From an optimization exercise on the open Yosys and OpenROAD flow, aimed at small area, a short achievable clock period and few clock cycles; shortcuts taken in it are not production practice.
In this exercise RTL edits were held to simulation tests only and were not proved equivalent to the original.
Power is estimated from default activity; no workload was simulated.

### flow/config.mk
export PLATFORM = sky130hd
export DESIGN_NAME = crc16mb
export DESIGN_NICKNAME = crc16mb
export VERILOG_FILES = /design/flow/design.v
export SDC_FILE = /design/flow/constraint.sdc
export NUM_CORES = 8
export LEC_CHECK = 0
export CAP_MARGIN = 20
export CORE_MARGIN = 2
export CORE_UTILIZATION = 40
export PLACE_DENSITY = 0.6
export SLEW_MARGIN = 20
### flow/design.v
module crc16_table (
    input  wire [7:0]  idx,
    output reg  [15:0] val
);
    always @(*) begin
        case (idx)
            8'h00: val = 16'h0000;
            8'h01: val = 16'hC0C1;
            8'h02: val = 16'hC181;
            8'h03: val = 16'h0140;
            8'h04: val = 16'hC301;
            8'h05: val = 16'h03C0;
            8'h06: val = 16'h0280;
            8'h07: val = 16'hC241;
            8'h08: val = 16'hC601;
            8'h09: val = 16'h06C0;
            8'h0A: val = 16'h0780;
            8'h0B: val = 16'hC741;
            8'h0C: val = 16'h0500;
            8'h0D: val = 16'hC5C1;
            8'h0E: val = 16'hC481;
            8'h0F: val = 16'h0440;
            8'h10: val = 16'hCC01;
            8'h11: val = 16'h0CC0;
            8'h12: val = 16'h0D80;
            8'h13: val = 16'hCD41;
            8'h14: val = 16'h0F00;
            8'h15: val = 16'hCFC1;
            8'h16: val = 16'hCE81;
            8'h17: val = 16'h0E40;
            8'h18: val = 16'h0A00;
            8'h19: val = 16'hCAC1;
            8'h1A: val = 16'hCB81;
            8'h1B: val = 16'h0B40;
            8'h1C: val = 16'hC901;
            8'h1D: val = 16'h09C0;
            8'h1E: val = 16'h0880;
            8'h1F: val = 16'hC841;
            8'h20: val = 16'hD801;
            8'h21: val = 16'h18C0;
            8'h22: val = 16'h1980;
            8'h23: val = 16'hD941;
            8'h24: val = 16'h1B00;
            8'h25: val = 16'hDBC1;
            8'h26: val = 16'hDA81;
            8'h27: val = 16'h1A40;
            8'h28: val = 16'h1E00;
            8'h29: val = 16'hDEC1;
            8'h2A: val = 16'hDF81;
            8'h2B: val = 16'h1F40;
            8'h2C: val = 16'hDD01;
            8'h2D: val = 16'h1DC0;
            8'h2E: val = 16'h1C80;
            8'h2F: val = 16'hDC41;
            8'h30: val = 16'h1400;
            8'h31: val = 16'hD4C1;
            8'h32: val = 16'hD581;
            8'h33: val = 16'h1540;
            8'h34: val = 16'hD701;
            8'h35: val = 16'h17C0;
            8'h36: val = 16'h1680;
            8'h37: val = 16'hD641;
            8'h38: val = 16'hD201;
            8'h39: val = 16'h12C0;
            8'h3A: val = 16'h1380;
            8'h3B: val = 16'hD341;
            8'h3C: val = 16'h1100;
            8'h3D: val = 16'hD1C1;
            8'h3E: val = 16'hD081;
            8'h3F: val = 16'h1040;
            8'h40: val = 16'hF001;
            8'h41: val = 16'h30C0;
            8'h42: val = 16'h3180;
            8'h43: val = 16'hF141;
            8'h44: val = 16'h3300;
            8'h45: val = 16'hF3C1;
            8'h46: val = 16'hF281;
            8'h47: val = 16'h3240;
            8'h48: val = 16'h3600;
            8'h49: val = 16'hF6C1;
            8'h4A: val = 16'hF781;
            8'h4B: val = 16'h3740;
            8'h4C: val = 16'hF501;
            8'h4D: val = 16'h35C0;
            8'h4E: val = 16'h3480;
            8'h4F: val = 16'hF441;
            8'h50: val = 16'h3C00;
            8'h51: val = 16'hFCC1;
            8'h52: val = 16'hFD81;
            8'h53: val = 16'h3D40;
            8'h54: val = 16'hFF01;
            8'h55: val = 16'h3FC0;
            8'h56: val = 16'h3E80;
            8'h57: val = 16'hFE41;
            8'h58: val = 16'hFA01;
            8'h59: val = 16'h3AC0;
            8'h5A: val = 16'h3B80;
            8'h5B: val = 16'hFB41;
            8'h5C: val = 16'h3900;
            8'h5D: val = 16'hF9C1;
            8'h5E: val = 16'hF881;
            8'h5F: val = 16'h3840;
            8'h60: val = 16'h2800;
            8'h61: val = 16'hE8C1;
            8'h62: val = 16'hE981;
            8'h63: val = 16'h2940;
            8'h64: val = 16'hEB01;
            8'h65: val = 16'h2BC0;
            8'h66: val = 16'h2A80;
            8'h67: val = 16'hEA41;
            8'h68: val = 16'hEE01;
            8'h69: val = 16'h2EC0;
            8'h6A: val = 16'h2F80;
            8'h6B: val = 16'hEF41;
            8'h6C: val = 16'h2D00;
            8'h6D: val = 16'hEDC1;
            8'h6E: val = 16'hEC81;
            8'h6F: val = 16'h2C40;
            8'h70: val = 16'hE401;
            8'h71: val = 16'h24C0;
            8'h72: val = 16'h2580;
            8'h73: val = 16'hE541;
            8'h74: val = 16'h2700;
            8'h75: val = 16'hE7C1;
            8'h76: val = 16'hE681;
            8'h77: val = 16'h2640;
            8'h78: val = 16'h2200;
            8'h79: val = 16'hE2C1;
            8'h7A: val = 16'hE381;
            8'h7B: val = 16'h2340;
            8'h7C: val = 16'hE101;
            8'h7D: val = 16'h21C0;
            8'h7E: val = 16'h2080;
            8'h7F: val = 16'hE041;
            8'h80: val = 16'hA001;
            8'h81: val = 16'h60C0;
            8'h82: val = 16'h6180;
            8'h83: val = 16'hA141;
            8'h84: val = 16'h6300;
            8'h85: val = 16'hA3C1;
            8'h86: val = 16'hA281;
            8'h87: val = 16'h6240;
            8'h88: val = 16'h6600;
            8'h89: val = 16'hA6C1;
            8'h8A: val = 16'hA781;
            8'h8B: val = 16'h6740;
            8'h8C: val = 16'hA501;
            8'h8D: val = 16'h65C0;
            8'h8E: val = 16'h6480;
            8'h8F: val = 16'hA441;
            8'h90: val = 16'h6C00;
            8'h91: val = 16'hACC1;
            8'h92: val = 16'hAD81;
            8'h93: val = 16'h6D40;
            8'h94: val = 16'hAF01;
            8'h95: val = 16'h6FC0;
            8'h96: val = 16'h6E80;
            8'h97: val = 16'hAE41;
            8'h98: val = 16'hAA01;
            8'h99: val = 16'h6AC0;
            8'h9A: val = 16'h6B80;
            8'h9B: val = 16'hAB41;
            8'h9C: val = 16'h6900;
            8'h9D: val = 16'hA9C1;
            8'h9E: val = 16'hA881;
            8'h9F: val = 16'h6840;
            8'hA0: val = 16'h7800;
            8'hA1: val = 16'hB8C1;
            8'hA2: val = 16'hB981;
            8'hA3: val = 16'h7940;
            8'hA4: val = 16'hBB01;
            8'hA5: val = 16'h7BC0;
            8'hA6: val = 16'h7A80;
            8'hA7: val = 16'hBA41;
            8'hA8: val = 16'hBE01;
            8'hA9: val = 16'h7EC0;
            8'hAA: val = 16'h7F80;
            8'hAB: val = 16'hBF41;
            8'hAC: val = 16'h7D00;
            8'hAD: val = 16'hBDC1;
            8'hAE: val = 16'hBC81;
            8'hAF: val = 16'h7C40;
            8'hB0: val = 16'hB401;
            8'hB1: val = 16'h74C0;
            8'hB2: val = 16'h7580;
            8'hB3: val = 16'hB541;
            8'hB4: val = 16'h7700;
            8'hB5: val = 16'hB7C1;
            8'hB6: val = 16'hB681;
            8'hB7: val = 16'h7640;
            8'hB8: val = 16'h7200;
            8'hB9: val = 16'hB2C1;
            8'hBA: val = 16'hB381;
            8'hBB: val = 16'h7340;
            8'hBC: val = 16'hB101;
            8'hBD: val = 16'h71C0;
            8'hBE: val = 16'h7080;
            8'hBF: val = 16'hB041;
            8'hC0: val = 16'h5000;
            8'hC1: val = 16'h90C1;
            8'hC2: val = 16'h9181;
            8'hC3: val = 16'h5140;
            8'hC4: val = 16'h9301;
            8'hC5: val = 16'h53C0;
            8'hC6: val = 16'h5280;
            8'hC7: val = 16'h9241;
            8'hC8: val = 16'h9601;
            8'hC9: val = 16'h56C0;
            8'hCA: val = 16'h5780;
            8'hCB: val = 16'h9741;
            8'hCC: val = 16'h5500;
            8'hCD: val = 16'h95C1;
            8'hCE: val = 16'h9481;
            8'hCF: val = 16'h5440;
            8'hD0: val = 16'h9C01;
            8'hD1: val = 16'h5CC0;
            8'hD2: val = 16'h5D80;
            8'hD3: val = 16'h9D41;
            8'hD4: val = 16'h5F00;
            8'hD5: val = 16'h9FC1;
            8'hD6: val = 16'h9E81;
            8'hD7: val = 16'h5E40;
            8'hD8: val = 16'h5A00;
            8'hD9: val = 16'h9AC1;
            8'hDA: val = 16'h9B81;
            8'hDB: val = 16'h5B40;
            8'hDC: val = 16'h9901;
            8'hDD: val = 16'h59C0;
            8'hDE: val = 16'h5880;
            8'hDF: val = 16'h9841;
            8'hE0: val = 16'h8801;
            8'hE1: val = 16'h48C0;
            8'hE2: val = 16'h4980;
            8'hE3: val = 16'h8941;
            8'hE4: val = 16'h4B00;
            8'hE5: val = 16'h8BC1;
            8'hE6: val = 16'h8A81;
            8'hE7: val = 16'h4A40;
            8'hE8: val = 16'h4E00;
            8'hE9: val = 16'h8EC1;
            8'hEA: val = 16'h8F81;
            8'hEB: val = 16'h4F40;
            8'hEC: val = 16'h8D01;
            8'hED: val = 16'h4DC0;
            8'hEE: val = 16'h4C80;
            8'hEF: val = 16'h8C41;
            8'hF0: val = 16'h4400;
            8'hF1: val = 16'h84C1;
            8'hF2: val = 16'h8581;
            8'hF3: val = 16'h4540;
            8'hF4: val = 16'h8701;
            8'hF5: val = 16'h47C0;
            8'hF6: val = 16'h4680;
            8'hF7: val = 16'h8641;
            8'hF8: val = 16'h8201;
            8'hF9: val = 16'h42C0;
            8'hFA: val = 16'h4380;
            8'hFB: val = 16'h8341;
            8'hFC: val = 16'h4100;
            8'hFD: val = 16'h81C1;
            8'hFE: val = 16'h8081;
            8'hFF: val = 16'h4040;
            default: val = 16'h0000;
        endcase
    end
endmodule
module crc16mb (
    input  wire        clk,
    input  wire        rst,         
    input  wire        swap_en,     
    input  wire        zp_guard,    
    input  wire        cmd_valid,
    output wire        cmd_ready,
    input  wire [11:0] cmd,
    output reg         rsp_valid,
    output reg  [3:0]  rsp_st,
    output reg  [31:0] rsp_dout
);
    localparam [3:0] ST_OK       = 4'd0,
                     ST_CRCMIS   = 4'd1,
                     ST_BADVAL   = 4'd2,
                     ST_SHORT    = 4'd3,
                     ST_NOTVAL   = 4'd4,
                     ST_OVF      = 4'd5,
                     ST_NORD     = 4'd6,
                     ST_ILLEGAL  = 4'd7;
    localparam [3:0] OP_CRC_INIT = 4'h1,
                     OP_CRC_UPD  = 4'h2,
                     OP_CRC_FIN  = 4'h3,
                     OP_TBL      = 4'h4,
                     OP_QRY      = 4'h5,
                     OP_FRM_CLR  = 4'h6,
                     OP_FRM_PUSH = 4'h7,
                     OP_FRM_SFX  = 4'h8,
                     OP_FRM_VAL  = 4'h9,
                     OP_FRM_DEC  = 4'hA,
                     OP_RD       = 4'hB;
    localparam FRAME_CAP = 256;
    reg [15:0] crc;
    reg [15:0] crcout;
    reg [8:0]  len;
    reg        crcok, rvalid, ovf, divz;
    reg [15:0] volt, freq, pfac, alrt;
    reg [31:0] curr, powr, enrg;
    reg [7:0]  frame [0:FRAME_CAP-1];
    localparam S_IDLE = 1'b0, S_WALK = 1'b1;
    reg        state;
    reg        walk_is_val;    
    reg [8:0]  walk_idx;
    reg [8:0]  walk_n;
    assign cmd_ready = (state == S_IDLE);
    wire [3:0] op  = cmd[11:8];
    wire [7:0] arg = cmd[7:0];
    wire       accept = cmd_valid && cmd_ready;
    reg illegal;
    always @(*) begin
        case (op)
            OP_CRC_INIT, OP_CRC_FIN, OP_FRM_CLR,
            OP_FRM_SFX, OP_FRM_VAL, OP_FRM_DEC: illegal = (arg != 8'd0);
            OP_CRC_UPD, OP_TBL, OP_FRM_PUSH:    illegal = 1'b0;
            OP_QRY:                             illegal = (arg > 8'd7);
            OP_RD:                              illegal = (arg > 8'd10);
            default:                            illegal = 1'b1;
        endcase
    end
    wire [15:0] tbl_arg_val;
    wire [7:0]  upd_idx = (op == OP_TBL) ? arg : (crc[7:0] ^ arg);
    crc16_table u_tbl_cmd (.idx(upd_idx), .val(tbl_arg_val));
    wire [15:0] crc_upd = {8'h00, crc[15:8]} ^ tbl_arg_val;
    wire [7:0]  walk_byte = frame[walk_idx[7:0]];
    wire [15:0] tbl_walk_val;
    crc16_table u_tbl_walk (.idx(crc[7:0] ^ walk_byte), .val(tbl_walk_val));
    wire [15:0] crc_walk = {8'h00, crc[15:8]} ^ tbl_walk_val;
    reg [7:0] qry_byte;
    always @(*) begin
        case (arg[2:0])
            3'd0: qry_byte = 8'h01;
            3'd1: qry_byte = 8'h04;
            3'd2: qry_byte = 8'h00;
            3'd3: qry_byte = 8'h00;
            3'd4: qry_byte = 8'h00;
            3'd5: qry_byte = 8'h0A;
            3'd6: qry_byte = 8'h70;
            default: qry_byte = 8'h0D;
        endcase
    end
    wire [15:0] g_v  = {frame[3],  frame[4]};
    wire [15:0] g_i0 = {frame[5],  frame[6]};
    wire [15:0] g_i1 = {frame[7],  frame[8]};
    wire [15:0] g_p0 = {frame[9],  frame[10]};
    wire [15:0] g_p1 = {frame[11], frame[12]};
    wire [15:0] g_e0 = {frame[13], frame[14]};
    wire [15:0] g_e1 = {frame[15], frame[16]};
    wire [15:0] g_f  = {frame[17], frame[18]};
    wire [15:0] g_pf = {frame[19], frame[20]};
    wire [15:0] g_al = {frame[21], frame[22]};
    wire [31:0] dec_i = swap_en ? {g_i1, g_i0} : {g_i0, g_i1};
    wire [31:0] dec_p = swap_en ? {g_p1, g_p0} : {g_p0, g_p1};
    wire [31:0] dec_e = swap_en ? {g_e1, g_e0} : {g_e0, g_e1};
    wire [47:0] iv      = dec_i * g_v;
    wire [47:0] p_lo    = dec_p * 48'd500;
    wire [47:0] p_hi    = dec_p * 48'd1500;
    wire        gate_ok = (iv >= p_lo) && (iv <= p_hi);
    reg [31:0] rd_val;
    always @(*) begin
        case (arg[3:0])
            4'd0:    rd_val = {16'd0, crc};
            4'd1:    rd_val = {16'd0, crcout};
            4'd2:    rd_val = {23'd0, len};
            4'd3:    rd_val = {28'd0, divz, ovf, rvalid, crcok};
            4'd4:    rd_val = {16'd0, volt};
            4'd5:    rd_val = curr;
            4'd6:    rd_val = powr;
            4'd7:    rd_val = enrg;
            4'd8:    rd_val = {16'd0, freq};
            4'd9:    rd_val = {16'd0, pfac};
            default: rd_val = {16'd0, alrt};
        endcase
    end
    wire [15:0] walk_out = {crc_walk[7:0], crc_walk[15:8]};   
    wire [15:0] crc_sw   = {crc[7:0], crc[15:8]};
    always @(posedge clk) begin
        if (!rst) begin
            if (state == S_IDLE && accept && !illegal && op == OP_FRM_PUSH && len != FRAME_CAP)
                frame[len[7:0]] <= arg;
            if (state == S_WALK && walk_idx == walk_n && !walk_is_val) begin
                frame[len[7:0]]        <= crc[7:0];
                frame[len[7:0] + 8'd1] <= crc[15:8];
            end
        end
    end
    always @(posedge clk) begin
        if (!rst && state == S_IDLE && accept && !illegal && op == OP_FRM_DEC &&
            crcok && len >= 9'd25 && (dec_p == 32'd0 ? zp_guard : gate_ok)) begin
            volt <= g_v;
            curr <= dec_i;
            powr <= dec_p;
            enrg <= dec_e;
            freq <= g_f;
            pfac <= g_pf;
            alrt <= g_al;
        end
    end
    always @(posedge clk) begin
        if (rst) begin
            state       <= S_IDLE;
            walk_is_val <= 1'b0;
            walk_idx    <= 9'd0;
            walk_n      <= 9'd0;
            crc         <= 16'hFFFF;
            crcout      <= 16'hFFFF;
            len         <= 9'd0;
            crcok       <= 1'b0;
            rvalid      <= 1'b0;
            ovf         <= 1'b0;
            divz        <= 1'b0;
            rsp_valid   <= 1'b0;
            rsp_st      <= ST_OK;
            rsp_dout    <= 32'd0;
        end else begin
            rsp_valid <= 1'b0;
            if (state == S_WALK) begin
                if (walk_idx != walk_n) begin
                    crc      <= crc_walk;
                    walk_idx <= walk_idx + 9'd1;
                end else begin
                    state     <= S_IDLE;
                    crcout    <= crc_sw;
                    rsp_valid <= 1'b1;
                    rsp_dout  <= {16'd0, crc_sw};
                    if (walk_is_val) begin
                        if (frame[walk_n[7:0]] == crc[7:0] &&
                            frame[walk_n[7:0] + 8'd1] == crc[15:8]) begin
                            crcok  <= 1'b1;
                            rsp_st <= ST_OK;
                        end else begin
                            crcok  <= 1'b0;
                            rsp_st <= ST_CRCMIS;
                        end
                    end else begin
                        len    <= len + 9'd2;
                        rsp_st <= ST_OK;
                    end
                end
            end else if (accept) begin
                rsp_valid <= 1'b1;
                rsp_st    <= ST_OK;
                rsp_dout  <= 32'd0;
                if (illegal) begin
                    rsp_st <= ST_ILLEGAL;
                end else begin
                    case (op)
                        OP_CRC_INIT: begin
                            crc      <= 16'hFFFF;
                            rsp_dout <= 32'h0000FFFF;
                        end
                        OP_CRC_UPD: begin
                            crc      <= crc_upd;
                            rsp_dout <= {16'd0, crc_upd};
                        end
                        OP_CRC_FIN: begin
                            crcout   <= crc_sw;
                            rsp_dout <= {16'd0, crc_sw};
                        end
                        OP_TBL: begin
                            rsp_dout <= {16'd0, tbl_arg_val};
                        end
                        OP_QRY: begin
                            rsp_dout <= {24'd0, qry_byte};
                        end
                        OP_FRM_CLR: begin
                            len    <= 9'd0;
                            crcok  <= 1'b0;
                            rvalid <= 1'b0;
                            ovf    <= 1'b0;
                        end
                        OP_FRM_PUSH: begin
                            crcok  <= 1'b0;
                            rvalid <= 1'b0;
                            if (len == FRAME_CAP) begin
                                ovf      <= 1'b1;
                                rsp_st   <= ST_OVF;
                                rsp_dout <= {23'd0, len};
                            end else begin
                                len      <= len + 9'd1;
                                rsp_dout <= {23'd0, len + 9'd1};
                            end
                        end
                        OP_FRM_SFX: begin
                            crcok  <= 1'b0;
                            rvalid <= 1'b0;
                            if (ovf || len > FRAME_CAP - 2) begin
                                ovf       <= 1'b1;
                                rsp_st    <= ST_OVF;
                            end else begin
                                rsp_valid   <= 1'b0;
                                state       <= S_WALK;
                                walk_is_val <= 1'b0;
                                walk_idx    <= 9'd0;
                                walk_n      <= len;
                                crc         <= 16'hFFFF;
                            end
                        end
                        OP_FRM_VAL: begin
                            if (ovf) begin
                                crcok  <= 1'b0;
                                rsp_st <= ST_OVF;
                            end else if (len < 9'd2) begin
                                crcok  <= 1'b0;
                                rsp_st <= ST_SHORT;
                            end else begin
                                rsp_valid   <= 1'b0;
                                state       <= S_WALK;
                                walk_is_val <= 1'b1;
                                walk_idx    <= 9'd0;
                                walk_n      <= len - 9'd2;
                                crc         <= 16'hFFFF;
                            end
                        end
                        OP_FRM_DEC: begin
                            divz <= 1'b0;
                            if (!crcok) begin
                                rvalid <= 1'b0;
                                rsp_st <= ST_NOTVAL;
                            end else if (len < 9'd25) begin
                                rvalid <= 1'b0;
                                rsp_st <= ST_SHORT;
                            end else if (dec_p == 32'd0) begin
                                if (zp_guard) begin
                                    rvalid <= 1'b1;
                                end else begin
                                    divz   <= 1'b1;
                                    rvalid <= 1'b0;
                                    rsp_st <= ST_BADVAL;
                                end
                            end else if (gate_ok) begin
                                rvalid <= 1'b1;
                            end else begin
                                rvalid <= 1'b0;
                                rsp_st <= ST_BADVAL;
                            end
                        end
                        OP_RD: begin
                            if (arg >= 8'd4 && !rvalid) begin
                                rsp_st <= ST_NORD;
                            end else begin
                                rsp_dout <= rd_val;
                            end
                        end
                        default: ;
                    endcase
                end
            end
        end
    end
endmodule
### flow/run.sh
#!/bin/bash
# synth_recipe.tcl (not shown) runs the flow's synth.tcl, then flattens the netlist and writes it again
# the make line also repeats each setting of config.mk as NAME=value (left out here)
make -C /OpenROAD-flow-scripts/flow DESIGN_CONFIG=/design/flow/config.mk WORK_HOME=/design/flow/orfs CLKGATE_MAP_FILE= SYNTH_SCRIPT=/design/flow/synth_recipe.tcl finish
### flow/constraint.sdc
create_clock -name core_clock -period 13.0 [get_ports {clk}]
set_input_delay 2.6000 -clock core_clock [delete_from_list [all_inputs] [get_ports {clk}]]
set_output_delay 2.6000 -clock core_clock [all_outputs]
set_load 0.01 [all_outputs]
==> tab_implementation.tex <==
\begin{tabular}{lr}
\hline
Metric & Value \\
\hline
\multicolumn{2}{l}{\textbf{Final layout}} \\
Final core occ & around 44\% \\
Final Net Count & between 15000 and 20000 \\
Area Growth Syn to Fin & 9.12\% \\
Most common cell after layout, fill and taps aside & a21oi\_1 \\
Final non-filler cell area & around 190000 µm² \\
Final-layout fill cell count & 40400 \\
Share of layout cells above drive strength 1 & 21.1\% \\
Highest-count cells in the layout ignoring fill and taps & a21oi\_1 (2247), nor2\_1 (2237), edfxtp\_1 (2208) \\
Final standard cell count with taps included and fillers excluded & 20800 \\
\multicolumn{2}{l}{\textbf{Clock tree}} \\
Clk\_lat worst skew & 920 ps \\
Clock input transition at the sequential cells of the worst setup and hold paths & roughly 60 ps \\
Root buffer cell & clkbuf\_16 \\
Cts bufs inserted & 268 \\
Number of sinks on the clock net & 2325 \\
Maximum buffer depth of the clock tree & 4 \\
Total number of H-tree levels & 5 \\
Hold\_buf cts & 0 \\
CTS tree & done \\
Resize count post-CTS & 0 \\
Setup repair bufs after CTS & 0 \\
\multicolumn{2}{l}{\textbf{Die}} \\
Core Footprint & around 440000 µm² \\
DIE HEIGHT & 669 µm \\
X dimension of the die & 669 µm \\
Core Rows & 244 \\
Io pins & 55 \\
DIE AREA & 447000 µm² \\
Initial standard-cell utilization of the core & 40.1\% \\
\multicolumn{2}{l}{\textbf{Setup path}} \\
Standard cell with the maximum stage delay on the critical path & fa\_1 \\
Setup slack of the worst register-to-register path & 2350 ps \\
Critical R2R Capture & curr[15] \\
Highest cell delay on the worst timing path & 550 ps \\
Most common cell on crit path & fa\_1 \\
Signal arrival time at the worst endpoint & roughly 13000 ps \\
WP data required & around 14000 ps \\
Depth of the worst register-to-register path & 42 \\
Beginning of the worst register-to-register path & frame[7][0] \\
Maximum fanout count along the critical path & 44 \\
Type of destination of the critical path & register \\
WS Path Type & in2reg \\
Launching element type of the critical path & primary input \\
\multicolumn{2}{l}{\textbf{Drt}} \\
DRT Pass-1 Iters & 9 \\
Remaining antenna violation count after routing & 0 \\
Starting DRC count in detailed routing & between 20000 and 30000 \\
Final WL & about 750 mm \\
Total number of vias & around 140k \\
Routed wire length per instance & 36.0 µm \\
Via density & 6.83 \\
DRC violation count after routing & 0 \\
\multicolumn{2}{l}{\textbf{STA}} \\
Final Skew & slightly above 50 ps \\
Fin worst setup slack & 933 ps \\
Fraction of the cycle the final worst path needs & between 90\% and 100\% \\
Final sum of negative setup slack & 0 ps \\
Achievable Freq & 0.0829 GHz \\
Slew Limit Headroom & 9.44\% \\
Worst Max-Slew Pin Slew & between 1000 and 1500 ps \\
RSZ-0062 raised after global routing & no \\
Final Setup Violations & 0 \\
Minimum period implied by the final worst setup slack & 12070 ps \\
Final hold viol count & 0 \\
Smallest hold slack & 468 ps \\
Count of pins over their slew limit & 0 \\
\multicolumn{2}{l}{\textbf{Run status}} \\
Result of the run & finished clean \\
\multicolumn{2}{l}{\textbf{Placed design}} \\
Worst-case setup slack after placement & 75.0 ps \\
Placed wire-length estimate after detailed placement & 517 mm \\
Cell area reported after detailed placement & 184000 µm² \\
Instance count after placement with tap cells included & slightly above 20000 \\
Final weighted congestion of routability-driven global placement & approximately 1.1 \\
Input/output buffers & 53 \\
\multicolumn{2}{l}{\textbf{Synthesis}} \\
Cell count after synthesis & $\sim$15000 \\
Number of nets in the synthesized netlist & 16200 \\
Cell area after synthesis & about 180000 µm² \\
Number of synthesized register bits & 2325 \\
Sequential element share of the synthesized area & 38.8\% \\
EDFF count, synth & approximately 2200 \\
Commonest register cell after synthesis & edfxtp\_1 \\
Ys async rst share & 0\% \\
Number of distinct library cell variants in the gate-level netlist after synthesis & $\sim$80 \\
Post-synthesis average cell area & about 12 µm² \\
Ys Warns & 2 \\
\multicolumn{2}{l}{\textbf{Hold path}} \\
Hold Crit Class & reg2reg \\
Endpoint of the worst hold path & crcout[3] \\
Start point of the worst min-delay path & crcout[3] \\
Cells on Worst Hold Path & 2 \\
\multicolumn{2}{l}{\textbf{Flow run}} \\
Maximum capacitance violations & 0 \\
\multicolumn{2}{l}{\textbf{Global routing}} \\
Vias in the first global route & 131000 \\
Residual overflow from global routing & 0 \\
Wire length of the first global-routing pass & 1040 mm \\
Pin count of the biggest net entering global routing & 149 \\
Number of antenna violations at the first check in global routing & 99 \\
GRT Util Overall & about 33\% \\
\multicolumn{2}{l}{\textbf{Power and ir drop}} \\
IR Drop Worst-Case VDD & 0.173 mV \\
Power density normalized to cell area & 115 nW/µm² \\
Final Total Pwr & 22.2 mW \\
Leakage power total & $\sim$62 nW \\
\hline
\end{tabular}
## report_power, final
part	total, mW	leakage, nW	internal, mW	switching (mW)
registers	8.20	20.8	8.19	0.0160
logic	6.10	36.5	2.52	3.57
clock network	7.88	4.22	4.50	3.38
## registers in the layout (all words and copies together) (netlist names), 3 cells and up, named ones only
register and flops:
enrg 32, rsp_st 3, curr 32, crcout 16
walk_n 9, alrt 16, volt 16, pfac 16
crc 16, len 9, freq 16, powr 32
frame 2048, rsp_dout 32, walk_idx 9
## cell type report
| class | instances | area (µm²) | share of cell area (%) |
|---|---|---|---|
| multi-input combinational | 10500 | 99300 | 51.5 |
| clock inverter | 126 | 1290 | 0.671 |
| clock buffer | 342 | 7390 | 3.83 |
| inverter | 852 | 3200 | 1.66 |
| timing repair buffer | 629 | 5260 | 2.73 |
| sequential | 2325 | 68700 | 35.6 |
| antenna | 143 | 358 | 0.186 |
| tap | 5904 | 7390 | 3.83 |
## worst max-delay path by stage
stage	startpoint	to	slack [ps]
6_report	swap_en	curr[15]	930
5_1_grt	swap_en	curr[12]	400
4_1_cts	swap_en	curr[15]	960
3_5_place_dp	swap_en	freq[8]	80
3_3_place_gp	swap_en	alrt[2]	150
2_1_floorplan	swap_en	alrt[0]	-1310
## cell families (layout without fill, tap and decap cells)
kind of cell	after synthesis	count (layout)	synth area share, %
AOI/OAI and AO/OA	3148	3148	9.73
buffers and inverters	2374	1949	5.31
and+or+nand+nor	3909	3909	9.08
muxes	2163	2163	25.8
DFF	2325	2325	38.8
other	1	144	0.00212
xor gates and xnor gates	214	214	1.08
adders and majority gates	1048	1048	10.2
## layer usage
| layer | share of wire [%] | GRT usage [%] | vias to the layer above |
|---|---|---|---|
| li1 | - | - | 55200 |
| met1 | 35 | 42.4 | 71100 |
| met2 | 41 | 45.2 | 13400 |
| met3 | 18 | 15.8 | 2345 |
| met4 | 6.3 | 16.8 | 72 |
| met5 | 0.098 | 0.510 | - |
## critical path, delay by kind of cell
| kind | cells | cell delay [ps] |
|---|---|---|
| adder cells (fa/ha/maj) | 8 | 3700 |
| buffers and inverters | 9 | 1410 |
| AO/OA/AOI/OAI | 13 | 2790 |
| AND/OR/NAND/NOR | 7 | 1360 |
| XOR/XNOR | 1 | 200 |
| multiplexers | 1 | 440 |
## synth_stat cells (11+ instances only)
library cell | n | area, µm²
a211oi_1 | 33 | 248
buf_2 | 156 | 781
edfxtp_1 | 2208 | 66300
nand2_1 | 1051 | 3950
buf_4 | 32 | 240
a22oi_1 | 100 | 751
a31oi_1 | 32 | 200
mux4_2 | 1900 | 42800
xnor2_1 | 132 | 1160
and2_1 | 232 | 1450
nor4_1 | 11 | 68.8
dfxtp_1 | 117 | 2340
inv_1 | 850 | 3190
a22o_1 | 31 | 272
and3_1 | 16 | 100
nor2b_1 | 50 | 313
nor2_1 | 2263 | 8490
o21bai_1 | 18 | 135
o211ai_1 | 22 | 165
nand4_1 | 41 | 257
buf_6 | 21 | 236
a222oi_1 | 25 | 250
ha_1 | 393 | 4920
fa_1 | 655 | 13100
o21a_1 | 19 | 143
buf_1 | 181 | 679
nand3_1 | 82 | 410
nand2b_1 | 42 | 263
o22ai_1 | 19 | 119
or2_2 | 16 | 100
nor3_1 | 60 | 300
a21oi_1 | 2250 | 11300
o21ai_0 | 387 | 1940
mux2i_1 | 168 | 1680
o31ai_1 | 17 | 128
a221oi_1 | 43 | 377
xor2_1 | 77 | 674
clkbuf_1 | 1132 | 4250
mux2_2 | 95 | 1070
a21o_1 | 75 | 563
Testbench counts, summed over its fixed seeds: cycles 13,064.

[separate check: timing with driven ports]
In the flow no input, the clock included, has a driving cell. The finished layout below was timed again as built, in two steps. Step 1 (the two cells are an assumption about what drives the block):
set clk [get_ports {clk}]
set_driving_cell -lib_cell sky130_fd_sc_hd__clkbuf_16 $clk
set_driving_cell -lib_cell sky130_fd_sc_hd__buf_2 [delete_from_list [all_inputs] $clk]
Step 2 times the ports against the registers' clock, not the clock port: input delays grow and output delays shrink by t, the midpoint of the rising clock arrivals with the driver on. Three values: no drivers, after step 1, after step 2; two values: the first two.
t, ns: 0.978
setup slack, ns: 0.933 / 0.874 / -0.104
worst data-port slew with drivers (ns): 0.14
cell pins on the clock port's net: 1
Met with ideal ports but missed after step 2: setup timing in this run. For this run, drivers alone change the setup slack by -0.059 ns; drivers and shift together by -1.037 ns.
